This design comes from an exercise in tuning for small area and a short achievable clock period on the open sky130 flow, not from production work. In this exercise RTL edits were held to simulation tests only and were not proved equivalent to the original. Power is estimated from default activity; no workload was simulated.

==> design/flow/design.v <==
module xfold_engine (
    input             clk,
    input             rst,
    input             cmd_valid,
    input      [31:0] cmd,
    input             sink_ready,
    output            resp_valid,
    output            resp_ill,
    output     [31:0] resp,
    output            txo_valid,
    output     [7:0]  txo_data,
    output            txo_final
);
    localparam [7:0] STX = 8'h02, ETX = 8'h03, ACK = 8'h06, NAK = 8'h15;
    localparam [2:0] RX_WAIT_STX = 3'd0, RX_WAIT_LEN = 3'd1, RX_READ_DATA = 3'd2,
                     RX_CHECK_CHK = 3'd3, RX_WAIT_ETX = 3'd4, RX_DONE = 3'd5,
                     RX_ERROR = 3'd6;
    localparam [2:0] TX_IDLE = 3'd0, TX_SEND_STX = 3'd1, TX_SEND_LEN = 3'd2,
                     TX_SEND_DATA = 3'd3, TX_SEND_CHK = 3'd4, TX_SEND_ETX = 3'd5,
                     TX_DONE = 3'd6, TX_ERROR = 3'd7;
    localparam [2:0] ARQ_IDLE = 3'd0, ARQ_SENDING = 3'd1, ARQ_WAIT_ACK = 3'd2,
                     ARQ_ACKED = 3'd3, ARQ_EXHAUSTED = 3'd4, ARQ_OVERFLOW = 3'd5;
    reg [7:0]   chk_acc;
    reg         ill;
    reg [2:0]   rx_state;
    reg [1:0]   rx_err;
    reg [7:0]   rx_len;
    reg [6:0]   rx_count;
    reg [7:0]   rx_chk;
    reg [511:0] rx_buf;
    reg [2:0]   tx_state;
    reg [6:0]   tx_len;
    reg [6:0]   tx_cursor;
    reg [7:0]   tx_chk;
    reg [511:0] tx_pf;
    reg [7:0]   tx_nbyte;
    reg [7:0]   tx_pcur;
    reg [2:0]   arq_state;
    reg [1:0]   arq_attempts;
    wire [3:0]  op  = cmd[31:28];
    wire [8:0]  a   = cmd[16:8];
    wire [7:0]  d   = cmd[7:0];
    wire arq_busy   = (arq_state == ARQ_SENDING) || (arq_state == ARQ_WAIT_ACK);
    wire arq_send_s = (arq_state == ARQ_SENDING);
    wire arq_wait_s = (arq_state == ARQ_WAIT_ACK);
    wire tx_sending = (tx_state != TX_IDLE) && (tx_state != TX_DONE) && (tx_state != TX_ERROR);
    wire a_big      = a[8] | a[7] | (a[6] & (a[5:0] != 6'd0));    
    wire bad, go_seed, go_fold, go_feed, go_rxrst, go_load, go_begin, go_next, go_txrst,
         go_send, go_ack, go_abort, go_clr;
    wire g_rx, g_bg, g_bgo, g_txs, g_sendok, g_sendbig, g_r0, g_r1, g_r3, g_r4, g_r5, g_r6;
    wire ack_ack, ack_nak, nak_retry, restart, cont, step_cur, emit_cur, emit_stx;
    xf_gate u_gate (
        .cmd(cmd), .cmd_valid(cmd_valid), .rst(rst), .sink_ready(sink_ready),
        .arq_busy(arq_busy), .arq_send_s(arq_send_s), .arq_wait_s(arq_wait_s),
        .att2(arq_attempts == 2'd2), .tx_etx(tx_state == TX_SEND_ETX),
        .tx_sending(tx_sending), .rx_done(rx_state == RX_DONE), .rx_len(rx_len),
        .resp_valid(resp_valid), .resp_ill(resp_ill), .bad(bad),
        .go_seed(go_seed), .go_fold(go_fold), .go_feed(go_feed), .go_rxrst(go_rxrst),
        .go_load(go_load), .go_begin(go_begin), .go_next(go_next), .go_txrst(go_txrst),
        .go_send(go_send), .go_ack(go_ack), .go_abort(go_abort), .go_clr(go_clr),
        .g_rx(g_rx), .g_bg(g_bg), .g_bgo(g_bgo), .g_txs(g_txs), .g_sendok(g_sendok),
        .g_sendbig(g_sendbig), .g_r0(g_r0), .g_r1(g_r1), .g_r3(g_r3), .g_r4(g_r4),
        .g_r5(g_r5), .g_r6(g_r6),
        .ack_ack(ack_ack), .ack_nak(ack_nak), .nak_retry(nak_retry), .restart(restart),
        .cont(cont), .step_cur(step_cur), .emit_cur(emit_cur), .emit_stx(emit_stx),
        .txo_valid(txo_valid), .txo_final(txo_final)
    );
    genvar g;
    wire [63:0] a_oh;
    xf_dec64 u_adec (.s(a[5:0]), .oh(a_oh));
    wire [7:0] pfb_rd;
    xf_aomux u_pfb (.in({tx_pf[503:0], 8'h00}), .oh(a_oh), .out(pfb_rd));
    wire [7:0] top_pf   = tx_pf[511:504] & {8{a[6]}};
    wire [7:0] pf_below = pfb_rd | top_pf;
    wire [7:0] begin_x  = STX ^ a[7:0] ^ top_pf;
    wire [7:0] begin_chk = pfb_rd ^ begin_x;
    wire       is_data = (tx_state == TX_SEND_DATA);
    wire [5:0] rd2_idx = tx_sending ? (is_data ? tx_cursor[5:0] + 6'd1 : 6'd0) : a[5:0];
    wire [7:0] pf_rd2;
    wire [63:0] rd2_oh;
    xf_dec64 u_rd2dec (.s(rd2_idx), .oh(rd2_oh));
    xf_aomux u_pf2 (.in(tx_pf), .oh(rd2_oh), .out(pf_rd2));
    wire [7:0] load_delta = pf_rd2 ^ pf_below ^ d;
    wire [7:0] rx_rd;
    xf_aomux u_rxrd (.in(rx_buf), .oh(a_oh), .out(rx_rd));
    reg [2:0] f_rx_state;
    reg [1:0] f_rx_err;
    reg [7:0] f_rx_len, f_rx_chk;
    reg [6:0] f_rx_count;
    always @* begin
        f_rx_state = rx_state; f_rx_err = rx_err; f_rx_len = rx_len;
        f_rx_count = rx_count; f_rx_chk = rx_chk;
        case (rx_state)
            RX_WAIT_STX: if (d == STX) begin
                f_rx_chk = STX; f_rx_len = 8'h00; f_rx_count = 7'h00;
                f_rx_state = RX_WAIT_LEN;
            end
            RX_WAIT_LEN: begin
                f_rx_len = d;
                f_rx_chk = rx_chk ^ d;
                if (d > 8'd64) begin
                    f_rx_state = RX_ERROR; f_rx_err = 2'd1;
                end else if (d == 8'h00)
                    f_rx_state = RX_CHECK_CHK;
                else
                    f_rx_state = RX_READ_DATA;
            end
            RX_READ_DATA: begin
                f_rx_chk   = rx_chk ^ d;
                f_rx_count = rx_count + 7'd1;
                if ({1'b0, f_rx_count} == rx_len) f_rx_state = RX_CHECK_CHK;
            end
            RX_CHECK_CHK: begin
                if (d == rx_chk) f_rx_state = RX_WAIT_ETX;
                else begin f_rx_state = RX_ERROR; f_rx_err = 2'd2; end
            end
            RX_WAIT_ETX: begin
                if (d == ETX) f_rx_state = RX_DONE;
                else begin f_rx_state = RX_ERROR; f_rx_err = 2'd3; end
            end
            default: ;
        endcase
    end
    wire rx_we = go_feed && (rx_state == RX_READ_DATA);
    wire       rx_clr     = go_rxrst;
    wire [2:0] n_rx_state = go_feed ? f_rx_state : rx_clr ? RX_WAIT_STX : rx_state;
    wire [1:0] n_rx_err   = go_feed ? f_rx_err   : rx_clr ? 2'd0 : rx_err;
    wire [7:0] n_rx_len   = go_feed ? f_rx_len   : rx_clr ? 8'h00 : rx_len;
    wire [6:0] n_rx_count = go_feed ? f_rx_count : rx_clr ? 7'h00 : rx_count;
    wire [7:0] n_rx_chk   = go_feed ? f_rx_chk   : rx_clr ? 8'h00 : rx_chk;
    function [31:0] rxstat;
        input [2:0] st; input [1:0] er; input [7:0] ln; input [6:0] cnt; input [7:0] ck;
        begin
            rxstat = {ck, 1'b0, cnt, ln, 1'b0, st, er,
                      (st == RX_DONE) ? 2'd1 : (st == RX_ERROR) ? 2'd2 : 2'd0};
        end
    endfunction
    function [1:0] tx_status;
        input [2:0] st;
        begin
            case (st)
                TX_IDLE:  tx_status = 2'd0;
                TX_DONE:  tx_status = 2'd2;
                TX_ERROR: tx_status = 2'd3;
                default:  tx_status = 2'd1;
            endcase
        end
    endfunction
    function [31:0] txstat;
        input [2:0] st; input [6:0] ln, cur; input [7:0] ck;
        begin
            txstat = {ck, 1'b0, cur, 1'b0, ln, 1'b0, st, 1'b0, (st == TX_ERROR), tx_status(st)};
        end
    endfunction
    reg [7:0] cur_byte;
    always @* begin
        case (tx_state)
            TX_SEND_STX:  cur_byte = STX;
            TX_SEND_LEN:  cur_byte = {1'b0, tx_len};
            TX_SEND_DATA: cur_byte = tx_nbyte;
            TX_SEND_CHK:  cur_byte = tx_chk;
            TX_SEND_ETX:  cur_byte = ETX;
            default:      cur_byte = 8'h00;
        endcase
    end
    wire       last_data = (tx_cursor + 7'd1 == tx_len);
    reg  [2:0] stepped;
    always @* begin
        case (tx_state)
            TX_SEND_STX:  stepped = TX_SEND_LEN;
            TX_SEND_LEN:  stepped = (tx_len == 7'd0) ? TX_SEND_CHK : TX_SEND_DATA;
            TX_SEND_DATA: stepped = last_data ? TX_SEND_CHK : TX_SEND_DATA;
            TX_SEND_CHK:  stepped = TX_SEND_ETX;
            TX_SEND_ETX:  stepped = TX_DONE;
            default:      stepped = tx_state;
        endcase
    end
    reg [2:0] n_tx_state;
    reg [6:0] n_tx_len, n_tx_cursor;
    reg [7:0] n_tx_chk, n_tx_nbyte, n_tx_pcur;
    reg [2:0] n_arq_state;
    reg [1:0] n_arq_attempts;
    always @* begin
        n_tx_state = tx_state; n_tx_len = tx_len; n_tx_cursor = tx_cursor;
        n_tx_chk = tx_chk; n_tx_nbyte = tx_nbyte; n_tx_pcur = tx_pcur;
        n_arq_state = arq_state; n_arq_attempts = arq_attempts;
        if (go_begin || go_send) begin
            n_tx_cursor = 7'd0;
            if (a_big) begin
                n_tx_state = TX_ERROR; n_tx_len = 7'd0; n_tx_chk = 8'h00;
            end else begin
                n_tx_state = TX_SEND_STX; n_tx_len = a[6:0]; n_tx_chk = begin_chk;
            end
        end
        if (go_txrst || (go_abort && arq_busy)) begin
            n_tx_state = TX_IDLE; n_tx_len = 7'd0; n_tx_cursor = 7'd0; n_tx_chk = 8'h00;
        end
        if (go_send) begin
            n_arq_attempts = 2'd0;
            n_arq_state = a_big ? ARQ_OVERFLOW : ARQ_SENDING;
        end
        if (ack_ack) n_arq_state = ARQ_ACKED;
        if (ack_nak) begin
            n_arq_attempts = arq_attempts + 2'd1;
            if (nak_retry) begin
                n_tx_state = TX_SEND_STX; n_tx_cursor = 7'd0; n_arq_state = ARQ_SENDING;
            end else
                n_arq_state = ARQ_EXHAUSTED;
        end
        if (go_abort) begin
            n_arq_state = ARQ_IDLE; n_arq_attempts = 2'd0;
        end
        if (restart && sink_ready) n_tx_state = TX_SEND_LEN;
        if (step_cur) begin
            n_tx_state = stepped;
            case (tx_state)
                TX_SEND_LEN: begin
                    n_tx_nbyte = pf_rd2;
                    n_tx_pcur  = pf_rd2;
                end
                TX_SEND_DATA: begin
                    n_tx_cursor = tx_cursor + 7'd1;
                    n_tx_nbyte = pf_rd2 ^ tx_pcur;
                    n_tx_pcur  = pf_rd2;
                end
                TX_SEND_ETX: if (cont) n_arq_state = ARQ_WAIT_ACK;
                default: ;
            endcase
        end
    end
    assign txo_data  = ({8{emit_cur}} & cur_byte) | ({8{emit_stx}} & STX);
    wire [31:0] txstat_cur  = txstat(tx_state, tx_len, tx_cursor, tx_chk);
    wire [31:0] rxstat_cur  = rxstat(rx_state, rx_err, rx_len, rx_count, rx_chk);
    wire [9:0]  arqstat_cur = {arq_attempts, 5'b0, arq_state};
    wire [13:0] next_word = {1'b0, (tx_state == TX_ERROR), tx_status(stepped),
                             tx_sending && (tx_state == TX_SEND_ETX), tx_sending,
                             tx_sending ? cur_byte : 8'h00};
    reg [2:0] ack_st;
    always @* begin
        if (!arq_wait_s)     ack_st = arq_state;
        else if (d == ACK)   ack_st = ARQ_ACKED;
        else if (d == NAK)   ack_st = (arq_attempts == 2'd2) ? ARQ_EXHAUSTED : ARQ_SENDING;
        else                 ack_st = ARQ_WAIT_ACK;
    end
    wire [1:0] ack_att  = (arq_wait_s && d == NAK) ? arq_attempts + 2'd1 : arq_attempts;
    wire [9:0] ack_word = {ack_att, 5'b0, ack_st};
    wire [7:0] chk_word = go_seed ? d : (chk_acc ^ d);
    wire [31:0] feed_word = rxstat(f_rx_state, f_rx_err, f_rx_len, f_rx_count, f_rx_chk);
    xf_out u_out (
        .g_chk(go_seed | go_fold), .w_chk(op[1] ? (chk_acc ^ d) : d),
        .g_feed(go_feed), .w_feed(feed_word),
        .g_rx(g_rx), .w_rx(rx_rd),
        .g_txs(g_txs), .w_txs(txstat_cur),
        .g_bg(g_bg), .w_bg({a[6:0], 8'h11}), .bg_pf(pfb_rd), .bg_x(begin_x),
        .g_bgo(g_bgo),
        .g_next(go_next), .w_next(next_word),
        .g_sendok(g_sendok), .g_sendbig(g_sendbig),
        .g_ack(go_ack), .w_ack(ack_word),
        .g_r0(g_r0), .w_r0({arq_busy, ill}),
        .g_r1(g_r1), .w_r1(rxstat_cur),
        .g_r3(g_r3), .w_r3(arqstat_cur),
        .g_r4(g_r4), .w_r4(chk_acc),
        .g_r5(g_r5), .g_r6(g_r6),
        .resp(resp)
    );
    always @(posedge clk) begin
        if (rst) begin
            chk_acc      <= 8'h00;
            ill          <= 1'b0;
            rx_state     <= RX_WAIT_STX;
            rx_err       <= 2'd0;
            rx_len       <= 8'h00;
            rx_count     <= 7'h00;
            rx_chk       <= 8'h00;
            tx_state     <= TX_IDLE;
            tx_len       <= 7'd0;
            tx_cursor    <= 7'd0;
            tx_chk       <= 8'h00;
            arq_state    <= ARQ_IDLE;
            arq_attempts <= 2'd0;
        end else begin
            if (go_seed || go_fold) chk_acc <= chk_word;
            if (bad) ill <= 1'b1;
            else if (go_clr)      ill <= 1'b0;
            rx_state     <= n_rx_state;
            rx_err       <= n_rx_err;
            rx_len       <= n_rx_len;
            rx_count     <= n_rx_count;
            rx_chk       <= n_rx_chk;
            tx_state     <= n_tx_state;
            tx_len       <= n_tx_len;
            tx_cursor    <= n_tx_cursor;
            tx_chk       <= n_tx_chk;
            arq_state    <= n_arq_state;
            arq_attempts <= n_arq_attempts;
        end
    end
    always @(posedge clk) begin
        tx_nbyte <= n_tx_nbyte;
        tx_pcur  <= n_tx_pcur;
    end
    generate
        for (g = 0; g < 64; g = g + 1) begin : g_rxw
            always @(posedge clk)
                if (!rst && rx_we && rx_count[5:0] == g) rx_buf[8*g +: 8] <= d;
        end
    endgenerate
    wire [7:0] load_x = (go_load && !rst) ? load_delta : 8'h00;
    generate
        for (g = 0; g < 64; g = g + 1) begin : g_load
            wire upd = (a[5:0] <= g);
            always @(posedge clk)
                tx_pf[8*g +: 8] <= tx_pf[8*g +: 8] ^ (load_x & {8{upd}});
        end
    endgenerate
endmodule
module xf_gate (
    input  [31:0] cmd,
    input         cmd_valid,
    input         rst,
    input         sink_ready,
    input         arq_busy,
    input         arq_send_s,
    input         arq_wait_s,
    input         att2,
    input         tx_etx,
    input         tx_sending,
    input         rx_done,
    input  [7:0]  rx_len,
    output        resp_valid,
    output        resp_ill,
    output        bad,
    output        go_seed, go_fold, go_feed, go_rxrst, go_load, go_begin, go_next,
    output        go_txrst, go_send, go_ack, go_abort, go_clr,
    output        g_rx, g_bg, g_bgo, g_txs, g_sendok, g_sendbig,
    output        g_r0, g_r1, g_r3, g_r4, g_r5, g_r6,
    output        ack_ack, ack_nak, nak_retry, restart, cont, step_cur, emit_cur, emit_stx,
    output        txo_valid, txo_final
);
    wire [3:0] op = cmd[31:28];
    wire [8:0] a  = cmd[16:8];
    wire [7:0] d  = cmd[7:0];
    wire rsv_z = (cmd[27:17] == 11'd0);
    wire a_z   = (a == 9'd0);
    wire d_z   = (d == 8'd0);
    wire a_big = a[8] | a[7] | (a[6] & (a[5:0] != 6'd0));
    wire live  = cmd_valid && !rst;
    wire lr    = live && rsv_z;
    wire o0 = op == 4'h0, o1 = op == 4'h1, o2 = op == 4'h2, o3 = op == 4'h3;
    wire o4 = op == 4'h4, o5 = op == 4'h5, o6 = op == 4'h6, o7 = op == 4'h7;
    wire o8 = op == 4'h8, o9 = op == 4'h9, oa = op == 4'hA, ob = op == 4'hB;
    wire oc = op == 4'hC, od = op == 4'hD, oe = op == 4'hE;
    wire ok = rsv_z && (
        ((o0 | o4 | oc | oe) && a_z && d_z) ||
        ((o1 | o2 | o3 | ob) && a_z) ||
        (o5 && d_z) ||
        (o6 && !arq_busy && !tx_sending && a[8:6] == 3'd0) ||
        ((o7 | oa) && d_z && !arq_busy) ||
        ((o8 | o9) && a_z && d_z && !arq_busy) ||
        (od && a_z && d[7:3] == 5'd0));
    assign resp_valid = live;
    assign resp_ill   = live && !ok;
    assign bad        = cmd_valid && !ok;
    assign go_seed  = lr && o1 && a_z;
    assign go_fold  = lr && o2 && a_z;
    assign go_feed  = lr && o3 && a_z;
    assign go_rxrst = lr && o4 && a_z && d_z;
    assign go_load  = lr && o6 && !arq_busy && !tx_sending && a[8:6] == 3'd0;
    assign go_begin = lr && o7 && d_z && !arq_busy;
    assign go_next  = lr && o8 && a_z && d_z && !arq_busy;
    assign go_txrst = lr && o9 && a_z && d_z && !arq_busy;
    assign go_send  = lr && oa && d_z && !arq_busy;
    assign go_ack   = lr && ob && a_z;
    assign go_abort = lr && oc && a_z && d_z;
    assign go_clr   = lr && oe && a_z && d_z;
    wire rd = lr && od && a_z && d[7:3] == 5'd0;
    assign g_rx      = lr && o5 && d_z && rx_done && (a < {1'b0, rx_len});
    assign g_bg      = go_begin && !a_big;
    assign g_bgo     = go_begin && a_big;
    assign g_sendok  = go_send && !a_big;
    assign g_sendbig = go_send && a_big;
    assign g_txs     = go_load || (rd && d[2:0] == 3'd2);
    assign g_r0      = rd && d[2:0] == 3'd0;
    assign g_r1      = rd && d[2:0] == 3'd1;
    assign g_r3      = rd && d[2:0] == 3'd3;
    assign g_r4      = rd && d[2:0] == 3'd4;
    assign g_r5      = rd && d[2:0] == 3'd5;
    assign g_r6      = rd && d[2:0] == 3'd6;
    assign ack_ack   = go_ack && arq_wait_s && d == 8'h06;
    assign ack_nak   = go_ack && arq_wait_s && d == 8'h15;
    assign nak_retry = ack_nak && !att2;
    assign restart   = g_sendok || nak_retry;
    assign cont      = arq_send_s && !go_abort;
    assign step_cur  = tx_sending && (go_next || (cont && sink_ready));
    assign emit_cur  = !rst && step_cur;
    assign emit_stx  = restart && sink_ready;
    assign txo_valid = emit_cur || emit_stx;
    assign txo_final = emit_cur && tx_etx;
endmodule
module xf_out (
    input         g_chk,  input [7:0]  w_chk,
    input         g_feed, input [31:0] w_feed,
    input         g_rx,   input [7:0]  w_rx,
    input         g_txs,  input [31:0] w_txs,
    input         g_bg,   input [14:0] w_bg, input [7:0] bg_pf, input [7:0] bg_x,
    input         g_bgo,
    input         g_next, input [13:0] w_next,
    input         g_sendok, g_sendbig,
    input         g_ack,  input [9:0]  w_ack,
    input         g_r0,   input [1:0]  w_r0,
    input         g_r1,   input [31:0] w_r1,
    input         g_r3,   input [9:0]  w_r3,
    input         g_r4,   input [7:0]  w_r4,
    input         g_r5,   g_r6,
    output [31:0] resp
);
    assign resp = ({24'h0, w_chk & {8{g_chk}}})
                | (w_feed & {32{g_feed}})
                | ({24'h0, w_rx & {8{g_rx}}})
                | (w_txs & {32{g_txs}})
                | ({(bg_pf ^ bg_x), 9'h0, w_bg} & {32{g_bg}})
                | ({24'h0, 8'h77} & {32{g_bgo}})
                | ({18'h0, w_next} & {32{g_next}})
                | ({31'h0, g_sendok}) | ({29'h0, g_sendbig, 1'b0, g_sendbig})
                | ({22'h0, w_ack} & {32{g_ack}})
                | ({30'h0, w_r0} & {32{g_r0}})
                | (w_r1 & {32{g_r1}})
                | ({22'h0, w_r3} & {32{g_r3}})
                | ({24'h0, w_r4} & {32{g_r4}})
                | (32'h15060302 & {32{g_r5}})
                | (32'h00000340 & {32{g_r6}});
endmodule
module xf_dec64 (
    input  [5:0]  s,
    output [63:0] oh
);
    genvar k;
    generate
        for (k = 0; k < 64; k = k + 1) begin : g_k
            assign oh[k] = (s == k);
        end
    endgenerate
endmodule
module xf_aomux (
    input  [511:0] in,
    input  [63:0]  oh,
    output [7:0]   out
);
    reg [7:0] o;
    integer k;
    always @* begin
        o = 8'h00;
        for (k = 0; k < 64; k = k + 1)
            o = o | (in[8*k +: 8] & {8{oh[k]}});
    end
    assign out = o;
endmodule
==> design/flow/run.sh <==
#!/bin/bash
# synth_recipe.tcl (not shown) runs the flow's synth.tcl, then flattens the netlist and writes it again
# the make line also repeats each setting of config.mk as NAME=value (left out here)
make -C /OpenROAD-flow-scripts/flow DESIGN_CONFIG=/design/flow/config.mk WORK_HOME=/design/flow/orfs CLKGATE_MAP_FILE= SYNTH_SCRIPT=/design/flow/synth_recipe.tcl finish
==> design/flow/config.mk <==
export PLATFORM = sky130hd
export DESIGN_NAME = xfold_engine
export DESIGN_NICKNAME = xfold_engine
export VERILOG_FILES = /design/flow/design.v
export SDC_FILE = /design/flow/constraint.sdc
export NUM_CORES = 4
export LEC_CHECK = 0
export CAP_MARGIN = 20
export CORE_MARGIN = 2
export CORE_UTILIZATION = 40
export SETUP_SLACK_MARGIN = 4
export SLEW_MARGIN = 20
export SYNTH_HIERARCHICAL = 1
export TNS_END_PERCENT = 0
==> design/flow/constraint.sdc <==
create_clock -name core_clock -period 10.0 [get_ports {clk}]
set_input_delay 2.0000 -clock core_clock [delete_from_list [all_inputs] [get_ports {clk}]]
set_output_delay 2.0000 -clock core_clock [all_outputs]
set_load 0.01 [all_outputs]
==> summary.md, run 1 <==
| Metric | Value |
|---|---|
| Worst path cell trace | `buf_16 > buf_4 > buf_4 > nand2_1 > o21ai_1 > buf_4 > nand4bb_1 > nor2_1 > a22o_1 > a221oi_1 > nand4_1 > or4_1 > xor2_1 > xnor2_1 > and2_4 > nand2_1 > xnor2_1` |
| Worst setup SP type | `input pin` |
| PD cells | `163.5 nW/µm²` |
| CP most frequent cell | `buf_4` |
| Worst setup margin | `2.827 ns` |
| Critical-path top delay cell | `a221oi_1` |
| Grt ovf | `0` |
| Post-Syn Area | `50250 µm²` |
| Routability cong. | `1.136` |
| Critical Path RT | `10.61 ns` |
| Hold Crit Class | `flop to flop` |
| Cell Rows | `130` |
| Root Buffer | `clkbuf_16` |
| Layout Cells excl Fill | `6405` |
| CTS Buf Count | `117` |
| Post-Syn Instances | `4589` |
| Final Routed Wirelength | `242600 µm` |
| Unique cell type count in the Yosys netlist | `83` |
| Crit path DAT | `7.78 ns` |
| Fmax | `139.4 MHz` |
| DP Worst Slack | `1.223 ns` |
| Worst-path fanout max | `21` |
| Fill count | `11230` |
| DIE AREA | `128500 µm²` |
| CTS Hold Bufs | `0` |
| Synth Register Bits | `1107` |
| Routed length per instance | `37.88 µm` |
| Die height | `358.4 µm` |
| Inst Count DP | `6093` |
| Final Hold Fails | `0` |
| Ys async rst share | `0%` |
| Clock tree buffer depth | `3` |
| DR pass1 iterations | `9` |
| Sequential share of the synthesized area | `54.62%` |
| Largest net degree at the start of global routing | `65` |
| Area Overhead vs Synth | `18.24%` |
| Min cycle time layout | `7.173 ns` |
| Total core area | `125100 µm²` |
| Top_reg_cell synth | `dfxtp_1` |
| Routed vias/inst | `6.518` |
| Initial antenna violation count | `19` |
| Setup TNS | `0 ns` |
| Top Ports | `80` |
| Worst-Margin Slew | `1.220 ns` |
| Mean Syn Cell Area | `10.95 µm²` |
| RSZ-0062 raised after global routing | `yes` |
| HPWL after DPL | `178400 µm` |
| Slew margin rel. | `18.69%` |
| Yosys warnings | `8` |
| Layout cells sized above 1 | `15.63%` |
| Overall die width | `358.4 µm` |
| Skew final | `0.06358 ns` |
| Final Total Pwr | `9.714 mW` |
| GRT Total Usage | `36.96%` |
| Clock sink total | `1107` |
| Leak | `21.14 nW` |
| Slew Limit Fails | `0` |
| Post-synth EDFFs | `528` |
| CP delay by family, top | `simple AND/OR/NAND/NOR gates` |
| Peak supply drop | `0.1615 mV` |
| Max-Cap Viols | `0` |
| Status | `complete, no violations` |
| Vias in the first global route | `38050` |
| PortBufs | `78` |
| Worst-Skew Late Latency | `0.80 ns` |
| DRC | `0` |
| Initial Util | `40.17%` |
| CTS tree | `done` |
| Buffers & Inverters on Critical Path | `4` |
| Nets | `4696` |
| Final setup viols | `0` |
| Period utilization | `71.73%` |
| H-tree levels | `3` |
| CP peak stage delay | `0.94 ns` |
| Worst-path clk slew | `0.06 ns` |
| Setup crit end kind | `flop` |
| DRT iter0 DRCs | `6425` |
| Vias | `41750` |
| First-pass GRT wire length | `327000 µm` |
| Post-route ant nets | `0` |
| CP Class | `input pin to flop` |
==> layer usage <==
layer / GRT usage (%) / wire [µm]
met3: 10.07 / 27440
met1: 50.13 / 97390
met5: 0 / 139
met4: 19.53 / 16410
met2: 53.68 / 101200
==> Yosys stat by module, one instance, submodules excluded <==
module        cells inside  area (µm²)
xf_dec64                95       465.4
xf_gate                135       874.6
xf_out                 149        1044
xfold_engine          3035       38770
xf_aomux               360        2874
==> where the power goes <==
| part | switching, mW | total (mW) | internal [mW] |
|---|---|---|---|
| sequential | 0.000567 | 4.74 | 4.74 |
| clock | 1.97 | 4.57 | 2.60 |
| combinational | 0.300 | 0.402 | 0.102 |
| total | 2.27 | 9.71 | 7.44 |
==> cells in the mapped netlist (all sizes together), types with 3 or more instances <==
cell type  count  area [µm²]
nor2b         26       162.7
mux2i          6       60.06
nand4        107       669.4
xor2         211        1848
nand2b        23       143.9
a221oi       395        3478
o21a           3       22.52
nand4bb       13       146.4
a2111oi        6       72.57
nor4          16       115.1
o21bai         4       30.03
a211oi        11       95.09
nand2        499        1881
or4           35       277.8
nand4b        11       96.34
and2          27       168.9
or4b           8       80.08
inv           35       131.4
a31oi         12       75.07
edfxtp       528       15860
or2           18       112.6
a211o          3       35.04
a21o          14       106.4
a22o         432        3792
and3          11       68.82
nand3b        12       90.09
xnor2        386        3381
o22ai          4       25.02
o31ai          6       45.04
clkbuf       212       807.0
nand3         36       180.2
a22oi         26       195.2
nor3b          8       70.06
buf          159        1026
a21oi         74       374.1
o31a           4       35.03
ha            13       162.7
dfxtp        579       11590
a222oi        21       210.2
or3            5       31.28
o21ai         64       327.8
nor2         465        1753
nor3          38       195.2
nor4b          3       47.54
==> cell usage in the layout, fill, tap and decap left out, types with 32 or more instances in the layout <==
cell type,instances
dfxtp_1,579
edfxtp_1,528
nand2_1,484
a22o_1,430
nor2_1,416
xnor2_1,385
a221oi_1,246
xor2_1,208
buf_4,162
clkbuf_16,119
a221oi_2,115
nand4_1,107
a21oi_1,73
o21ai_0,46
inv_1,35
conb_1,35
a221oi_4,34
nand3_1,33
nor3_1,32
==> registers in the layout, summed over array words and instances (netlist names) <==
| name | flops |
|---|---|
| arq_attempts | 2 |
| tx_cursor | 7 |
| rx_len | 8 |
| rx_state | 3 |
| rx_chk | 8 |
| tx_state | 3 |
| tx_nbyte | 8 |
| ill | 1 |
| rx_buf | 512 |
| chk_acc | 8 |
| tx_pcur | 8 |
| rx_count | 7 |
| tx_len | 7 |
| rx_err | 2 |
| arq_state | 3 |
| tx_chk | 8 |
| tx_pf | 512 |
==> cell families (layout without fill, tap and decap cells) <==
kind of cell             Yosys count  in the layout  synth area share (%)
flip-flops                      1107           1107                 54.62
adder cells (fa/ha/maj)           13             13                0.3237
multiplexers                       6              6                0.1195
other                              2             44               0.01495
AND/OR/NAND/NOR                 1368           1373                 12.65
XOR/XNOR                         597            597                 10.41
buffers and inverters            407            526                 3.917
AO/OA/AOI/OAI                   1089           1089                 17.95
==> final timing paths <==
path                     from    endpoint  slack, ns  depth (start not counted)
setup / recovery      cmd[13]   tx_pf[61]       2.83                         17
hold / removal     tx_pf[438]  tx_pf[438]       0.48                          1
setup reg to reg  tx_state[2]   tx_pf[94]       2.89                         16
hold reg to reg    tx_pf[438]  tx_pf[438]       0.48                          1
==> worst reg2reg max path, delay by kind of cell (launching register included) <==
kind / cells / cell delay (ns)
simple gates: 7 / 2.61
buf+inv: 2 / 0.81
compound gates: 4 / 1.84
flops: 1 / 0.69
xor+xnor: 3 / 1.04
==> timing repair <==
item	4_1_cts	5_1_grt
pin swaps	76	33
gates cloned	6	3
setup endpoints to repair	1073	597
buffers inserted	71	5
resized for setup	384	71
==> area by class of cell <==
cell class / instances / area, µm² / area share (%)
Sequential cell: 1107 / 27450 / 46.20
Clock buffer: 145 / 3124 / 5.259
Clock inverter: 73 / 913.4 / 1.537
Antenna cell: 9 / 22.52 / 0.03791
Tap cell: 1650 / 2064 / 3.475
Multi-Input combinational cell: 3113 / 23130 / 38.94
Timing Repair Buffer: 272 / 2571 / 4.328
Inverter: 36 / 135.1 / 0.2275
==> stage by stage <==
stage               cell area [µm²]  util (%)  hold slack, ns
floorplan                     50710         -          0.4445
global placement              52530     42.00          0.4654
detailed placement            52540     42.01          0.4701
CTS                           58960     47.14          0.4814
global route                  59390     47.48          0.5064
finish                        59410     47.50          0.4846
==> run 2: changes to the inputs <==
--- a/design/flow/design.v
+++ b/design/flow/design.v
@@ -66,21 +66,28 @@
         .txo_valid(txo_valid), .txo_final(txo_final)
     );
     genvar g;
-    wire [63:0] a_oh;
-    xf_dec64 u_adec (.s(a[5:0]), .oh(a_oh));
+    wire [63:0] a_oh;    
+    xf_dec64e u_adec (.s(a[6:0]), .oh(a_oh));
     wire [7:0] pfb_rd;
-    xf_aomux u_pfb (.in({tx_pf[503:0], 8'h00}), .oh(a_oh), .out(pfb_rd));
-    wire [7:0] top_pf   = tx_pf[511:504] & {8{a[6]}};
-    wire [7:0] pf_below = pfb_rd | top_pf;
-    wire [7:0] begin_x  = STX ^ a[7:0] ^ top_pf;
-    wire [7:0] begin_chk = pfb_rd ^ begin_x;
+    xf_aomux u_pfb (.in({tx_pf[503:0], STX}), .oh(a_oh), .out(pfb_rd));
+    wire [7:0] top_pf    = tx_pf[511:504] & {8{a[6]}};
+    wire [7:0] begin_chk = pfb_rd | top_pf;
+    function [7:0] step_x;
+        input [6:0] k;
+        integer j;
+        begin
+            step_x = 8'h01;
+            for (j = 1; j < 8; j = j + 1)
+                step_x[j] = step_x[j-1] & k[j-1];
+        end
+    endfunction
     wire       is_data = (tx_state == TX_SEND_DATA);
     wire [5:0] rd2_idx = tx_sending ? (is_data ? tx_cursor[5:0] + 6'd1 : 6'd0) : a[5:0];
     wire [7:0] pf_rd2;
     wire [63:0] rd2_oh;
     xf_dec64 u_rd2dec (.s(rd2_idx), .oh(rd2_oh));
     xf_aomux u_pf2 (.in(tx_pf), .oh(rd2_oh), .out(pf_rd2));
-    wire [7:0] load_delta = pf_rd2 ^ pf_below ^ d;
+    wire [7:0] load_delta = pf_rd2 ^ pfb_rd ^ step_x(a[6:0]) ^ d;
     wire [7:0] rx_rd;
     xf_aomux u_rxrd (.in(rx_buf), .oh(a_oh), .out(rx_rd));
     reg [2:0] f_rx_state;
@@ -215,12 +222,12 @@
             n_tx_state = stepped;
             case (tx_state)
                 TX_SEND_LEN: begin
-                    n_tx_nbyte = pf_rd2;
+                    n_tx_nbyte = pf_rd2 ^ STX ^ 8'h01;
                     n_tx_pcur  = pf_rd2;
                 end
                 TX_SEND_DATA: begin
                     n_tx_cursor = tx_cursor + 7'd1;
-                    n_tx_nbyte = pf_rd2 ^ tx_pcur;
+                    n_tx_nbyte = pf_rd2 ^ tx_pcur ^ step_x(tx_cursor + 7'd1);
                     n_tx_pcur  = pf_rd2;
                 end
                 TX_SEND_ETX: if (cont) n_arq_state = ARQ_WAIT_ACK;
@@ -251,7 +258,7 @@
         .g_feed(go_feed), .w_feed(feed_word),
         .g_rx(g_rx), .w_rx(rx_rd),
         .g_txs(g_txs), .w_txs(txstat_cur),
-        .g_bg(g_bg), .w_bg({a[6:0], 8'h11}), .bg_pf(pfb_rd), .bg_x(begin_x),
+        .g_bg(g_bg), .w_bg({a[6:0], 8'h11}), .bg_pf(pfb_rd), .bg_top(top_pf),
         .g_bgo(g_bgo),
         .g_next(go_next), .w_next(next_word),
         .g_sendok(g_sendok), .g_sendbig(g_sendbig),
@@ -402,7 +409,7 @@
     input         g_feed, input [31:0] w_feed,
     input         g_rx,   input [7:0]  w_rx,
     input         g_txs,  input [31:0] w_txs,
-    input         g_bg,   input [14:0] w_bg, input [7:0] bg_pf, input [7:0] bg_x,
+    input         g_bg,   input [14:0] w_bg, input [7:0] bg_pf, input [7:0] bg_top,
     input         g_bgo,
     input         g_next, input [13:0] w_next,
     input         g_sendok, g_sendbig,
@@ -418,7 +425,7 @@
                 | (w_feed & {32{g_feed}})
                 | ({24'h0, w_rx & {8{g_rx}}})
                 | (w_txs & {32{g_txs}})
-                | ({(bg_pf ^ bg_x), 9'h0, w_bg} & {32{g_bg}})
+                | ({(bg_pf | bg_top), 9'h0, w_bg} & {32{g_bg}})
                 | ({24'h0, 8'h77} & {32{g_bgo}})
                 | ({18'h0, w_next} & {32{g_next}})
                 | ({31'h0, g_sendok}) | ({29'h0, g_sendbig, 1'b0, g_sendbig})
@@ -435,6 +442,17 @@
     output [63:0] oh
 );
     genvar k;
+    generate
+        for (k = 0; k < 64; k = k + 1) begin : g_k
+            assign oh[k] = (s == k);
+        end
+    endgenerate
+endmodule
+module xf_dec64e (
+    input  [6:0]  s,
+    output [63:0] oh
+);
+    genvar k;
     generate
         for (k = 0; k < 64; k = k + 1) begin : g_k
             assign oh[k] = (s == k);
==> run 2 against run 1 <==
Net effect:
- worst setup slack worse by 0.11 ns
- critical path type is now input pin to output pin
- critical path depth is 6 lower
- critical endpoint is now resp[29]
- final cell count is 0.75% higher
==> summary.md, run 2 <==
| Metric | Value |
|---|---|
| Layout Cells excl Fill | `6453` |
| Mux cell area share after synthesis | `0.1827%` |
| Setup TNS | `0 ns` |
| Worst-path fanout max | `16` |
| CP Class | `input pin to output pin` |
| RSZ-0062 raised after global routing | `yes` |
| Synth Register Bits | `1107` |
| Yosys warnings | `8` |
| Largest family of logic cells by synthesized area | `compound AO/OA/AOI/OAI gates` |
| Total core area | `125700 µm²` |
| Mean Syn Cell Area | `11.01 µm²` |
| DRT iter0 DRCs | `6632` |
| Synth Area in Simple Gates | `12.71%` |
| Top flop regs | `rx_buf (512), tx_pf (512)` |
| Vias in the first global route | `38470` |
| Slew Limit Fails | `0` |
| Sequential cell area | `27450 µm²` |
| Layout cells sized above 1 | `15.94%` |
| Switching share of power | `22.97%` |
| XOR/XNOR Fraction of Synth Area | `10.31%` |
| Status | `complete, no violations` |
| Clock share of power | `48.1%` |
| Root Buffer | `clkbuf_16` |
| Most frequent cells in the layout | `dfxtp_1, edfxtp_1, nand2_1, xnor2_1, a22o_1` |
| Synth Area in Adders | `0.4198%` |
| Clock tree buffer depth | `3` |
| Routed vias/inst | `6.509` |
| Worst-Skew Late Latency | `0.80 ns` |
| Most frequent cell after synthesis | `dfxtp_1` |
| Worst path cell trace | `buf_16 > or3b_4 > nor2_1 > buf_6 > a22o_2 > a221oi_4 > nand4_1 > or4_4 > o21ai_2 > nand2_1 > clkdlybuf4s15_1` |
| Top_reg_cell synth | `dfxtp_1` |
| PD cells | `164.0 nW/µm²` |
| Vias | `42000` |
| Leak | `20.51 nW` |
| Fmax | `137.3 MHz` |
| Design area | `59800 µm²` |
| CTS tree | `done` |
| Slew margin rel. | `16.01%` |
| Peak supply drop | `0.1692 mV` |
| Fill count | `11350` |
| Worst-Margin Slew | `1.260 ns` |
| Post-synth top area cell | `edfxtp_1` |
| Final Hold Fails | `0` |
| Skew final | `0.08544 ns` |
| Die height | `359.9 µm` |
| Post-Syn Area | `50670 µm²` |
| Routed length per instance | `38.40 µm` |
| Initial Util | `40.30%` |
| Post-route ant nets | `0` |
| Logic gate share of total power | `3.6%` |
| HPWL after DPL | `185300 µm` |
| Final setup viols | `0` |
| DRC | `0` |
| Overall die width | `359.9 µm` |
| First-pass GRT wire length | `333900 µm` |
| Period utilization | `72.83%` |
| Routability cong. | `1.112` |
| Grt ovf | `0` |
| Initial antenna violation count | `12` |
| Most common library cells after synthesis | `dfxtp_1, edfxtp_1, nand2_1, xnor2_1, a22o_1` |
| Final Total Pwr | `9.810 mW` |
| Area of the multi-input gates | `23010 µm²` |
| Critical-path top delay cell | `or4_4` |
| Ys async rst share | `0%` |
| Worst setup SP type | `input pin` |
| Internal power | `7.557 mW` |
| Commonest non-fill, non-tap cell in the layout | `dfxtp_1` |
| Worst-path clk slew | `0.06 ns` |
| Nets | `4751` |
| Dpl cell area | `53370 µm²` |
| GRT Total Usage | `37.14%` |
| Hold Crit Class | `flop to flop` |
| Top Ports | `80` |
| Inst Count DP | `6159` |
| Max-Cap Viols | `0` |
| H-tree levels | `3` |
| DIE AREA | `129500 µm²` |
| Clock sink total | `1107` |
| Cell Rows | `130` |
| Min cycle time layout | `7.283 ns` |
| CP peak stage delay | `0.76 ns` |
| Post-Syn Instances | `4601` |
| CTS Hold Bufs | `0` |
| Synth top area share | `31.29%` |
| Sequential share of power | `48.3%` |
| Post-route core utilization | `47.56%` |
| CTS Buf Count | `119` |
| Crit path DAT | `5.28 ns` |
| Sequential share of the synthesized area | `54.17%` |
| Synth area leaders | `edfxtp_1, dfxtp_1, xnor2_1` |
| Switch Pwr | `2.253 mW` |
| Synth Area in Compound Gates | `18.02%` |
| Final Routed Wirelength | `247800 µm` |
| Unique cell type count in the Yosys netlist | `96` |
| Largest net degree at the start of global routing | `69` |
| Post-synth EDFFs | `528` |
| DR pass1 iterations | `10` |
| Area Overhead vs Synth | `18.01%` |
| PortBufs | `78` |
| Critical Path RT | `8.00 ns` |
| Setup crit end kind | `output pin` |
-- run 2: power groups by stage --
stage | clock network (mW) | logic [mW] | registers (mW)
2_1_floorplan | 0 | 0.130 | 4.84
3_3_place_gp | 0 | 0.307 | 4.84
3_5_place_dp | 0 | 0.308 | 4.84
4_1_cts | 4.75 | 0.339 | 4.74
5_1_grt | 4.93 | 0.358 | 4.74
6_report | 4.72 | 0.354 | 4.74
-- run 2: logic make-up (layout without fill, tap and decap cells) --
kind of cell,after synthesis,in the layout
buf+inv,416,579
xor+xnor,594,594
other cells,2,39
flops,1107,1107
compound gates,1109,1109
fa+ha+maj,17,17
mux,9,9
simple gates,1347,1349
-- run 2: timing repair --
item,CTS,global route
setup endpoints to repair,1092,605
gates cloned,8,1
pin swaps,60,33
buffers inserted,47,12
gates resized for setup,322,65
-- run 2: per-stage QoR --
step	hold slack (ns)	setup WS, ns
6_report	0.4892	2.717
2_1_floorplan	0.4418	3.929
3_3_place_gp	0.4723	1.056
5_1_grt	0.5068	2.788
3_5_place_dp	0.4733	1.037
4_1_cts	0.4866	2.902
-- run 2: area by class of cell --
type | instances | area share, %
Antenna cell | 4 | 0.01674
Clock buffer | 142 | 5.275
Clock inverter | 80 | 1.724
Inverter | 41 | 0.2574
Multi-Input combinational cell | 3113 | 38.48
Sequential cell | 1107 | 45.90
Tap cell | 1650 | 3.452
Timing Repair Buffer | 316 | 4.900
-- run 2: final timing paths --
kind,from,to,slack [ns],cells after the start
setup / recovery,cmd[13],resp[29],2.72,11
hold / removal,tx_pf[303],tx_pf[303],0.49,1
setup reg to reg,tx_cursor[4],tx_pf[103],2.92,18
hold reg to reg,tx_pf[303],tx_pf[303],0.49,1
-- run 2: worst max-delay path, delay by kind of cell --
family | cells | cell delay, ns
AND/OR/NAND/NOR | 5 | 1.84
buffers and inverters | 3 | 0.61
AO/OA/AOI/OAI | 3 | 0.78
-- run 2: modules after synthesis, one instance, submodules excluded --
module	flip-flops and latches	cells
xfold_engine	1107	3055
xf_aomux	0	360
xf_gate	0	135
xf_dec64e	0	95
xf_out	0	141
xf_dec64	0	95
-- run 2: metal layers --
metal	vias up	GRT usage [%]	wire [µm]
met5	-	0.4809	173
met4	10	21.54	17810
met3	644	8.286	25500
met2	2800	54.32	104200
met1	21060	50.41	100100
li1	17490	-	-
==> run 3: changes to the inputs <==
--- a/design/flow/design.v
+++ b/design/flow/design.v
@@ -66,8 +66,12 @@
         .txo_valid(txo_valid), .txo_final(txo_final)
     );
     genvar g;
-    wire [63:0] a_oh;    
-    xf_dec64e u_adec (.s(a[6:0]), .oh(a_oh));
+    wire [3:0] a_np0, a_np1, a_np2;
+    xf_pre2  u_apre0 (.s(a[1:0]), .np(a_np0));
+    xf_pre2  u_apre1 (.s(a[3:2]), .np(a_np1));
+    xf_pre2e u_apre2 (.s(a[5:4]), .off(a[6]), .np(a_np2));
+    wire [63:0] a_oh;
+    xf_dec64 u_adec (.np0(a_np0), .np1(a_np1), .np2(a_np2), .oh(a_oh));
     wire [7:0] pfb_rd;
     xf_aomux u_pfb (.in({tx_pf[503:0], STX}), .oh(a_oh), .out(pfb_rd));
     wire [7:0] top_pf    = tx_pf[511:504] & {8{a[6]}};
@@ -82,10 +86,15 @@
         end
     endfunction
     wire       is_data = (tx_state == TX_SEND_DATA);
-    wire [5:0] rd2_idx = tx_sending ? (is_data ? tx_cursor[5:0] + 6'd1 : 6'd0) : a[5:0];
+    wire [5:0] pre_idx = is_data ? tx_cursor[5:0] + 6'd1 : 6'd0;
+    wire [3:0] p_np0, p_np1, p_np2;
+    xf_pre2  u_ppre0 (.s(pre_idx[1:0]), .np(p_np0));
+    xf_pre2  u_ppre1 (.s(pre_idx[3:2]), .np(p_np1));
+    xf_pre2  u_ppre2 (.s(pre_idx[5:4]), .np(p_np2));
     wire [7:0] pf_rd2;
     wire [63:0] rd2_oh;
-    xf_dec64 u_rd2dec (.s(rd2_idx), .oh(rd2_oh));
+    xf_dec64 u_rd2dec (.np0(tx_sending ? p_np0 : a_np0), .np1(tx_sending ? p_np1 : a_np1),
+                       .np2(tx_sending ? p_np2 : a_np2), .oh(rd2_oh));
     xf_aomux u_pf2 (.in(tx_pf), .oh(rd2_oh), .out(pf_rd2));
     wire [7:0] load_delta = pf_rd2 ^ pfb_rd ^ step_x(a[6:0]) ^ d;
     wire [7:0] rx_rd;
@@ -312,10 +321,10 @@
                 if (!rst && rx_we && rx_count[5:0] == g) rx_buf[8*g +: 8] <= d;
         end
     endgenerate
-    wire [7:0] load_x = (go_load && !rst) ? load_delta : 8'h00;
+    wire [7:0] load_x = load_delta;
     generate
         for (g = 0; g < 64; g = g + 1) begin : g_load
-            wire upd = (a[5:0] <= g);
+            wire upd = go_load && (a[5:0] <= g);
             always @(posedge clk)
                 tx_pf[8*g +: 8] <= tx_pf[8*g +: 8] ^ (load_x & {8{upd}});
         end
@@ -437,39 +446,80 @@
                 | (32'h15060302 & {32{g_r5}})
                 | (32'h00000340 & {32{g_r6}});
 endmodule
+module xf_pre2 (
+    input  [1:0] s,
+    output [3:0] np
+);
+    assign np[0] = ~(~s[1] & ~s[0]);
+    assign np[1] = ~(~s[1] &  s[0]);
+    assign np[2] = ~( s[1] & ~s[0]);
+    assign np[3] = ~( s[1] &  s[0]);
+endmodule
+module xf_pre2e (
+    input  [1:0] s,
+    input        off,
+    output [3:0] np
+);
+    assign np[0] = ~(~off & ~s[1] & ~s[0]);
+    assign np[1] = ~(~off & ~s[1] &  s[0]);
+    assign np[2] = ~(~off &  s[1] & ~s[0]);
+    assign np[3] = ~(~off &  s[1] &  s[0]);
+endmodule
+module xf_nor3 (input a, input b, input c, output y);
+    assign y = ~(a | b | c);
+endmodule
+module xf_a22oi (input a1, input a2, input b1, input b2, output y);
+    assign y = ~((a1 & a2) | (b1 & b2));
+endmodule
+module xf_nand4 (input a, input b, input c, input d, output y);
+    assign y = ~(a & b & c & d);
+endmodule
+module xf_nor2 (input a, input b, output y);
+    assign y = ~(a | b);
+endmodule
 module xf_dec64 (
-    input  [5:0]  s,
+    input  [3:0]  np0,
+    input  [3:0]  np1,
+    input  [3:0]  np2,
     output [63:0] oh
 );
     genvar k;
     generate
         for (k = 0; k < 64; k = k + 1) begin : g_k
-            assign oh[k] = (s == k);
+            xf_nor3 u (.a(np0[k % 4]), .b(np1[(k / 4) % 4]), .c(np2[k / 16]), .y(oh[k]));
         end
     endgenerate
 endmodule
-module xf_dec64e (
-    input  [6:0]  s,
-    output [63:0] oh
+module xf_ao8 (
+    input  [7:0] d,
+    input  [7:0] s,
+    output       y
 );
-    genvar k;
-    generate
-        for (k = 0; k < 64; k = k + 1) begin : g_k
-            assign oh[k] = (s == k);
-        end
-    endgenerate
+    assign y = |(d & s);
+endmodule
+module xf_or8 (
+    input  [7:0] p,
+    output       y
+);
+    assign y = |p;
 endmodule
 module xf_aomux (
     input  [511:0] in,
     input  [63:0]  oh,
     output [7:0]   out
 );
-    reg [7:0] o;
-    integer k;
-    always @* begin
-        o = 8'h00;
-        for (k = 0; k < 64; k = k + 1)
-            o = o | (in[8*k +: 8] & {8{oh[k]}});
-    end
-    assign out = o;
+    genvar b, i, j;
+    generate
+        for (b = 0; b < 8; b = b + 1) begin : g_b
+            wire [7:0] p;
+            for (i = 0; i < 8; i = i + 1) begin : g_1
+                wire [7:0] dv;
+                for (j = 0; j < 8; j = j + 1) begin : g_j
+                    assign dv[j] = in[8*(8*i+j) + b];
+                end
+                xf_ao8 u (.d(dv), .s(oh[8*i +: 8]), .y(p[i]));
+            end
+            xf_or8 u_o (.p(p), .y(out[b]));
+        end
+    endgenerate
 endmodule
==> run 3 against run 2 <==
Net effect:
- largest cell class unchanged
- utilization grew 1.2 points
- critical path type unchanged
- via count is 0.75% lower
- highest routed layer unchanged
- largest power group unchanged
- clock skew down 0.020 ns
- design area increased by 1.1%
==> summary.md, run 3 <==
| Metric | Value |
|---|---|
| CP Class | `input pin to output pin` |
| Sequential share of power | `48.3%` |
| Cell Rows | `129` |
| Final setup viols | `0` |
| CP peak stage delay | `0.57 ns` |
| Switch Pwr | `2.299 mW` |
| Routability cong. | `1.005` |
| Met3 usage in global routing | `5.542%` |
| Hold Slack | `0.4818 ns` |
| WHS Endpoint | `tx_pf[300]` |
| Setup crit end kind | `output pin` |
| Post-synth top area cell | `edfxtp_1` |
| GRT Total Usage | `30.51%` |
| Synth area leaders | `edfxtp_1, dfxtp_1, a22oi_1` |
| RR Endpoint | `tx_pf[491]` |
| Worst path cell trace | `buf_8 > buf_12 > nand3b_1 > buf_12 > buf_6 > nor3_2 > buf_6 > buf_4 > a22oi_2 > nand4_1 > nor4_4 > nand2_2 > a22oi_2 > nand4_1 > clkdlybuf4s15_1` |
| Status | `complete, no violations` |
| Final Total Pwr | `9.810 mW` |
| Area Overhead vs Synth | `20.62%` |
| Synth top area share | `31.62%` |
| Switching share of power | `23.44%` |
| Met1 usage | `41.62%` |
| Initial Util | `40.45%` |
| Die height | `358.0 µm` |
| Mean Syn Cell Area | `10.97 µm²` |
| Slew margin rel. | `13.74%` |
| Peak supply drop | `0.1532 mV` |
| CTS Hold Bufs | `0` |
| Worst-path fanout max | `8` |
| Hold path depth | `1` |
| Min cycle time layout | `7.013 ns` |
| Routed vias/inst | `6.284` |
| Clock share of power | `47.1%` |
| Vias in the first global route | `38820` |
| Ys async rst share | `0%` |
| Post-Syn Area | `50140 µm²` |
| Max-Cap Viols | `0` |
| DRT iter0 DRCs | `5652` |
| HPWL after DPL | `141000 µm` |
| Most common library cells after synthesis | `a22oi_1, dfxtp_1, edfxtp_1, nor2_1, xor2_1` |
| Most frequent cell after synthesis | `a22oi_1` |
| PortBufs | `78` |
| Slew Limit Fails | `0` |
| Dpl cell area | `53720 µm²` |
| Skew final | `0.06561 ns` |
| Clock sink total | `1107` |
| Post-route ant nets | `0` |
| Most Used Layer, Global Route | `met2` |
| Worst-path clk slew | `0.06 ns` |
| Yosys warnings | `7` |
| Worst setup SP type | `input pin` |
| Layout cells sized above 1 | `16.05%` |
| DR pass1 iterations | `9` |
| H-tree levels | `3` |
| Internal power | `7.511 mW` |
| Post-synth EDFFs | `528` |
| Critical Path RT | `8.00 ns` |
| Leak | `22.66 nW` |
| Final Routed Wirelength | `200700 µm` |
| DRC | `0` |
| Unique cell type count in the Yosys netlist | `89` |
| Post-Syn Instances | `4570` |
| Top_reg_cell synth | `dfxtp_1` |
| Setup TNS | `0 ns` |
| Grt ovf | `0` |
| Crit path DAT | `5.01 ns` |
| Commonest non-fill, non-tap cell in the layout | `a22oi_1` |
| PD cells | `162.2 nW/µm²` |
| Hold Crit Class | `flop to flop` |
| Worst-Margin Slew | `1.294 ns` |
| Vias | `41690` |
| RSZ-0062 raised after global routing | `yes` |
| Root Buffer | `clkbuf_16` |
| Final Hold Fails | `0` |
| HP Start | `tx_pf[300]` |
| Post-route core utilization | `48.79%` |
| Design area | `60470 µm²` |
| Largest net degree at the start of global routing | `64` |
| Top Ports | `80` |
| Fill count | `11160` |
| Total core area | `124000 µm²` |
| DIE AREA | `128200 µm²` |
| Top flop regs | `rx_buf (512), tx_pf (512)` |
| R2R Setup Slk | `3.04 ns` |
| First-pass GRT wire length | `283700 µm` |
| Synth Register Bits | `1107` |
| Sequential share of the synthesized area | `54.74%` |
| Worst-Skew Late Latency | `0.79 ns` |
| Reg-to-Reg Start | `tx_cursor[0]` |
| CTS tree | `done` |
| Clock tree buffer depth | `3` |
| Critical-path top delay cell | `nor4_4` |
| Nets | `4949` |
| Most frequent cells in the layout | `a22oi_1, dfxtp_1, edfxtp_1, nor2_1, xor2_1` |
| R2R depth | `15` |
| M2 GR Usage | `46.28%` |
| CTS Buf Count | `117` |
| Initial antenna violation count | `6` |
| Logic gate share of total power | `4.6%` |
| Fmax | `142.6 MHz` |
| Period utilization | `70.13%` |
| Overall die width | `358.0 µm` |
| Routed length per instance | `30.25 µm` |
[run 3: power by group through the flow]
| stage | Sequential [mW] | Combinational, mW | Clock, mW |
|---|---|---|---|
| finish | 4.74 | 0.448 | 4.62 |
| global route | 4.74 | 0.451 | 4.85 |
| CTS | 4.74 | 0.423 | 4.66 |
| detailed placement | 4.84 | 0.373 | 0 |
| global placement | 4.84 | 0.371 | 0 |
| floorplan | 4.84 | 0.143 | 0 |
[run 3: final cells by class]
class	count	area (µm²)	area share, %
clock inverter	68	857.1	1.417
antenna	1	2.502	0.004138
tap	1637	2048	3.387
multi-input combinational	3297	23460	38.79
timing repair buffer	335	3272	5.410
inverter	38	142.6	0.2359
clock buffer	151	3249	5.373
sequential	1107	27450	45.39
[run 3: stage by stage]
step | std cells | setup WS, ns
floorplan | 4603 | 3.929
global placement | 6286 | 0.4605
detailed placement | 6288 | 0.5291
CTS | 6616 | 3.057
global route | 6634 | 2.997
finish | 6634 | 2.987
[run 3: logic make-up (layout without fill, tap and decap cells)]
logic type	Yosys count	count (layout)	synth area share, %
AND/OR/NAND/NOR	1495	1497	15.56
AO/OA/AOI/OAI	1128	1128	16.62
flip-flops	1107	1107	54.74
XOR/XNOR	598	598	10.53
buffers and inverters	201	592	1.640
multiplexers	22	22	0.4692
adder cells (fa/ha/maj)	17	17	0.4242
other	2	36	0.01498
[run 3: timing repair]
item,in CTS,in global routing
cloned,6,0
setup endpoints to repair,1091,684
buffers inserted,103,17
pin swaps,123,40
hold endpoints to repair,0,0
resized for setup,329,43
[run 3: critical path, delay by kind of cell]
kind,cells,cell delay (ns)
buffers and inverters,7,1.08
AOI/OAI and AO/OA,2,0.47
and+or+nand+nor,6,1.43
[run 3: per-layer routing]
layer | up-vias | share of wire (%)
met2 | 2610 | 44
met3 | 513 | 9.7
met5 | - | 0.011
met1 | 20600 | 40
met4 | 4 | 6.0
li1 | 17960 | -
[run 3: worst max path at each step]
stage,from,end,slack [ns]
finish,cmd[13],resp[3],2.99
global route,cmd[13],resp[0],3.00
CTS,cmd[12],resp[6],3.06
detailed placement,cmd[11],resp[6],0.53
global placement,cmd[11],resp[6],0.46
floorplan,cmd[13],resp[6],3.93
[run 3: Yosys stat by module (local to each module, per instance), excerpt]
module	cells	flops+latches	area [µm²]	copies in the design
xfold_engine	3110	1107	39510	1
xf_gate	135	0	874.6	1
xf_or8	3	0	16.27	24
xf_pre2	4	0	22.52	5
xf_pre2e	4	0	31.28	1
xf_out	141	0	970.9	1
xf_nor3	1	0	10.01	128
xf_ao8	5	0	36.28	192
==> run 4: changes to the inputs <==
--- a/design/flow/design.v
+++ b/design/flow/design.v
@@ -40,10 +40,11 @@
     wire [3:0]  op  = cmd[31:28];
     wire [8:0]  a   = cmd[16:8];
     wire [7:0]  d   = cmd[7:0];
-    wire arq_busy   = (arq_state == ARQ_SENDING) || (arq_state == ARQ_WAIT_ACK);
-    wire arq_send_s = (arq_state == ARQ_SENDING);
-    wire arq_wait_s = (arq_state == ARQ_WAIT_ACK);
-    wire tx_sending = (tx_state != TX_IDLE) && (tx_state != TX_DONE) && (tx_state != TX_ERROR);
+    reg  arq_send_s;     
+    reg  arq_wait_s;     
+    reg  tx_sending;     
+    reg  tx_is_data;     
+    wire arq_busy   = arq_send_s | arq_wait_s;
     wire a_big      = a[8] | a[7] | (a[6] & (a[5:0] != 6'd0));    
     wire bad, go_seed, go_fold, go_feed, go_rxrst, go_load, go_begin, go_next, go_txrst,
          go_send, go_ack, go_abort, go_clr;
@@ -85,7 +86,7 @@
                 step_x[j] = step_x[j-1] & k[j-1];
         end
     endfunction
-    wire       is_data = (tx_state == TX_SEND_DATA);
+    wire       is_data = tx_is_data;
     wire [5:0] pre_idx = is_data ? tx_cursor[5:0] + 6'd1 : 6'd0;
     wire [3:0] p_np0, p_np1, p_np2;
     xf_pre2  u_ppre0 (.s(pre_idx[1:0]), .np(p_np0));
@@ -289,10 +290,14 @@
             rx_count     <= 7'h00;
             rx_chk       <= 8'h00;
             tx_state     <= TX_IDLE;
+            tx_sending   <= 1'b0;
+            tx_is_data   <= 1'b0;
             tx_len       <= 7'd0;
             tx_cursor    <= 7'd0;
             tx_chk       <= 8'h00;
             arq_state    <= ARQ_IDLE;
+            arq_send_s   <= 1'b0;
+            arq_wait_s   <= 1'b0;
             arq_attempts <= 2'd0;
         end else begin
             if (go_seed || go_fold) chk_acc <= chk_word;
@@ -304,10 +309,14 @@
             rx_count     <= n_rx_count;
             rx_chk       <= n_rx_chk;
             tx_state     <= n_tx_state;
+            tx_sending   <= (n_tx_state != TX_IDLE) && (n_tx_state != TX_DONE) && (n_tx_state != TX_ERROR);
+            tx_is_data   <= (n_tx_state == TX_SEND_DATA);
             tx_len       <= n_tx_len;
             tx_cursor    <= n_tx_cursor;
             tx_chk       <= n_tx_chk;
             arq_state    <= n_arq_state;
+            arq_send_s   <= (n_arq_state == ARQ_SENDING);
+            arq_wait_s   <= (n_arq_state == ARQ_WAIT_ACK);
             arq_attempts <= n_arq_attempts;
         end
     end
==> run 4 against run 3 <==
Net effect:
- clock power decreased by 0.9%
- synthesized cell count shrank 0.35%
- clock skew fell by 0.0096 ns
- combinational power barely moved
- critical endpoint is now tx_pf[63]
==> summary.md, run 4 <==
| Metric | Value |
|---|---|
| Largest family of logic cells by synthesized area | `compound AO/OA/AOI/OAI gates` |
| CTS Hold Bufs | `0` |
| Most frequent cells in the layout | `a22oi_1, dfxtp_1, edfxtp_1, nor2_1, xor2_1` |
| Largest net degree at the start of global routing | `71` |
| DRT iter0 DRCs | `6327` |
| Period utilization | `69.36%` |
| Root Buffer | `clkbuf_16` |
| Commonest non-fill, non-tap cell in the layout | `a22oi_1` |
| Antenna diodes | `0` |
| Min cycle time layout | `6.936 ns` |
| Final setup viols | `0` |
| PortBufs | `78` |
| Crit path DAT | `7.55 ns` |
| Worst setup margin | `3.064 ns` |
| Top flop regs | `rx_buf (512), tx_pf (512)` |
| Design area | `60970 µm²` |
| Synth top area share | `31.67%` |
| DP Worst Slack | `1.016 ns` |
| Nets | `5020` |
| Hold Crit Class | `flop to flop` |
| Fmax | `144.2 MHz` |
| CP Class | `flop to flop` |
| Routability cong. | `1.026` |
| Initial Util | `40.39%` |
| Skew final | `0.05606 ns` |
| Worst-path fanout max | `18` |
| Overall die width | `357.8 µm` |
| Synth Area in Compound Gates | `16.30%` |
| Final Hold Fails | `0` |
| Setup crit end kind | `flop` |
| XOR/XNOR Fraction of Synth Area | `10.57%` |
| CTS tree | `done` |
| Worst-Margin Slew | `1.226 ns` |
| Post-route ant nets | `0` |
| Synth Register Bits | `1111` |
| Initial antenna violation count | `3` |
| DRC | `0` |
| Ys async rst share | `0%` |
| Worst setup SP type | `flop` |
| Grt ovf | `0` |
| Sequential share of the synthesized area | `54.98%` |
| Worst-Skew Late Latency | `0.79 ns` |
| Mux cell area share after synthesis | `0.5148%` |
| Clock tree buffer depth | `3` |
| GRT Total Usage | `30.56%` |
| Fill count | `11130` |
| Vias | `41960` |
| Layout cells sized above 1 | `17.51%` |
| Vias in the first global route | `39030` |
| CTS Buf Count | `118` |
| Post-route core utilization | `49.18%` |
| Max-Cap Viols | `0` |
| Cell Rows | `129` |
| Routed vias/inst | `6.256` |
| Routed length per instance | `29.95 µm` |
| H-tree levels | `3` |
| Slew Limit Fails | `0` |
| Layout Cells excl Fill | `6707` |
| Post-Syn Area | `50060 µm²` |
| Leak | `23.10 nW` |
| DR pass1 iterations | `9` |
| Peak supply drop | `0.1745 mV` |
| Most frequent cell after synthesis | `a22oi_1` |
| Dpl cell area | `53680 µm²` |
| Clock sink total | `1111` |
| Top Ports | `80` |
| HPWL after DPL | `141900 µm` |
| Slew margin rel. | `17.64%` |
| DIE AREA | `128000 µm²` |
| RSZ-0062 raised after global routing | `yes` |
| Post-synth top area cell | `edfxtp_1` |
| Post-synth EDFFs | `528` |
| Critical Path RT | `10.62 ns` |
| Post-Syn Instances | `4554` |
| Synth area leaders | `edfxtp_1, dfxtp_1, a22oi_1` |
| PD cells | `160.5 nW/µm²` |
| Area Overhead vs Synth | `21.78%` |
| Inst Count DP | `6286` |
| Die height | `357.8 µm` |
| Worst-path clk slew | `0.06 ns` |
| Most common library cells after synthesis | `a22oi_1, dfxtp_1, edfxtp_1, nor2_1, xor2_1` |
| Total core area | `124000 µm²` |
| Unique cell type count in the Yosys netlist | `87` |
| Synth Area in Adders | `0.3499%` |
| Top_reg_cell synth | `dfxtp_1` |
| Mean Syn Cell Area | `10.99 µm²` |
| Yosys warnings | `7` |
| Status | `complete, no violations` |
| First-pass GRT wire length | `283800 µm` |
| Final Routed Wirelength | `200900 µm` |
| Setup TNS | `0 ns` |
| Synth Area in Simple Gates | `15.66%` |
run 4: what timing repair did:
item | in CTS | in global routing
pin swaps | 114 | 61
buffers inserted | 168 | 26
endpoints found under the setup margin | 1074 | 725
gates cloned | 6 | 1
gates resized for setup | 323 | 91
run 4: layout make-up:
class,count,area [µm²],area share (%)
Clock buffer,148,3188,5.229
Clock inverter,72,845.8,1.387
Inverter,40,150.1,0.2463
Multi-Input combinational cell,3289,23430,38.43
Sequential cell,1111,27530,45.15
Tap cell,1637,2048,3.360
Timing Repair Buffer,410,3777,6.196
run 4: critical path, cell delays in order, from the launching register on:
cell and delay [ns]:
dfxtp_1 0.71, and4_1 0.34, nand2_1 0.12, xnor2_1 0.44
and2_1 0.33, or2_1 0.14, mux2_2 0.59, nor3_2 0.23
a22oi_1 0.29, nand4_1 0.35, nor4_1 0.92, nand2_1 0.37
xor2_1 0.33, xnor2_2 0.26, xnor2_4 0.97, nand3_1 0.19
xnor2_1 0.17
run 4: Yosys stat by module (local to each module, per instance), excerpt:
module,copies in the design,cells inside
xf_nor3,128,1
xfold_engine,1,3094
xf_pre2e,1,4
xf_ao8,192,5
xf_or8,24,3
xf_pre2,5,4
xf_gate,1,135
xf_out,1,141
run 4: stage by stage:
step                hold WS, ns  power (mW)
floorplan                0.4449       5.002
global placement         0.4656       5.219
detailed placement       0.4695       5.221
CTS                      0.4825       9.801
global route             0.4923       10.01
finish                   0.4821       9.785
run 4: kinds of logic after synthesis:
group	Yosys count
xor gates and xnor gates	596
and+or+nand+nor	1502
buffers and inverters	189
DFF	1111
other	2
AOI/OAI and AO/OA	1116
muxes	24
adders and majority gates	14
run 4: final timing paths:
path                              startpoint         to  slack (ns)  cells past startpoint
worst min-delay path               tx_pf[20]  tx_pf[20]        0.48                      1
worst max register to register  tx_cursor[0]  tx_pf[63]        3.06                     16
worst max-delay path            tx_cursor[0]  tx_pf[63]        3.06                     16
worst min register to register     tx_pf[20]  tx_pf[20]        0.48                      1
run 4: layer usage:
layer	up-vias	GRT usage [%]	wire length (µm)
li1	18060	-	-
met3	518	6.458	21790
met4	4	16.13	12280
met1	20640	42.36	81050
met5	-	0	21
met2	2739	44.78	85750
run 4: power breakdown:
| part | internal, mW | switching [mW] |
|---|---|---|
| Sequential | 4.75 | 0.000314 |
| Clock | 2.61 | 1.97 |
| Combinational | 0.112 | 0.338 |
| Total | 7.48 | 2.31 |

[afterwards: timing with drivers on the ports]
No port has a modelled driver above. Below, the same layouts with a new extraction and two added sets of constraints. Step 1, drivers: a clkbuf_16 drives clk and a buf_2 each remaining input, both assumed. Step 2 adds t to the input delays and takes it off the output delays; t is the mean of the earliest and latest rising clock arrival at the registers after step 1. Input paths then give back, and output paths get back, about the clock's delay inside the block. Slacks: ideal / step 1 / step 2; pairs: ideal / step 1.
run	t, ns	setup slack, ns	slew at the worst register clock pin (ns)
run 1	0.848	2.827 / 2.720 / 1.872	0.07 / 0.07
run 2	0.848	2.717 / 2.476 / 1.917	0.07 / 0.07
run 3	0.842	2.987 / 2.902 / 2.228	0.07 / 0.07
run 4	0.830	3.064 / 3.064 / 2.240	0.07 / 0.07
After both steps setup and hold are still met in every run listed. The setup slack of run 1, which loses most, moves by -0.107 ns with the drivers and by -0.955 ns with both steps.
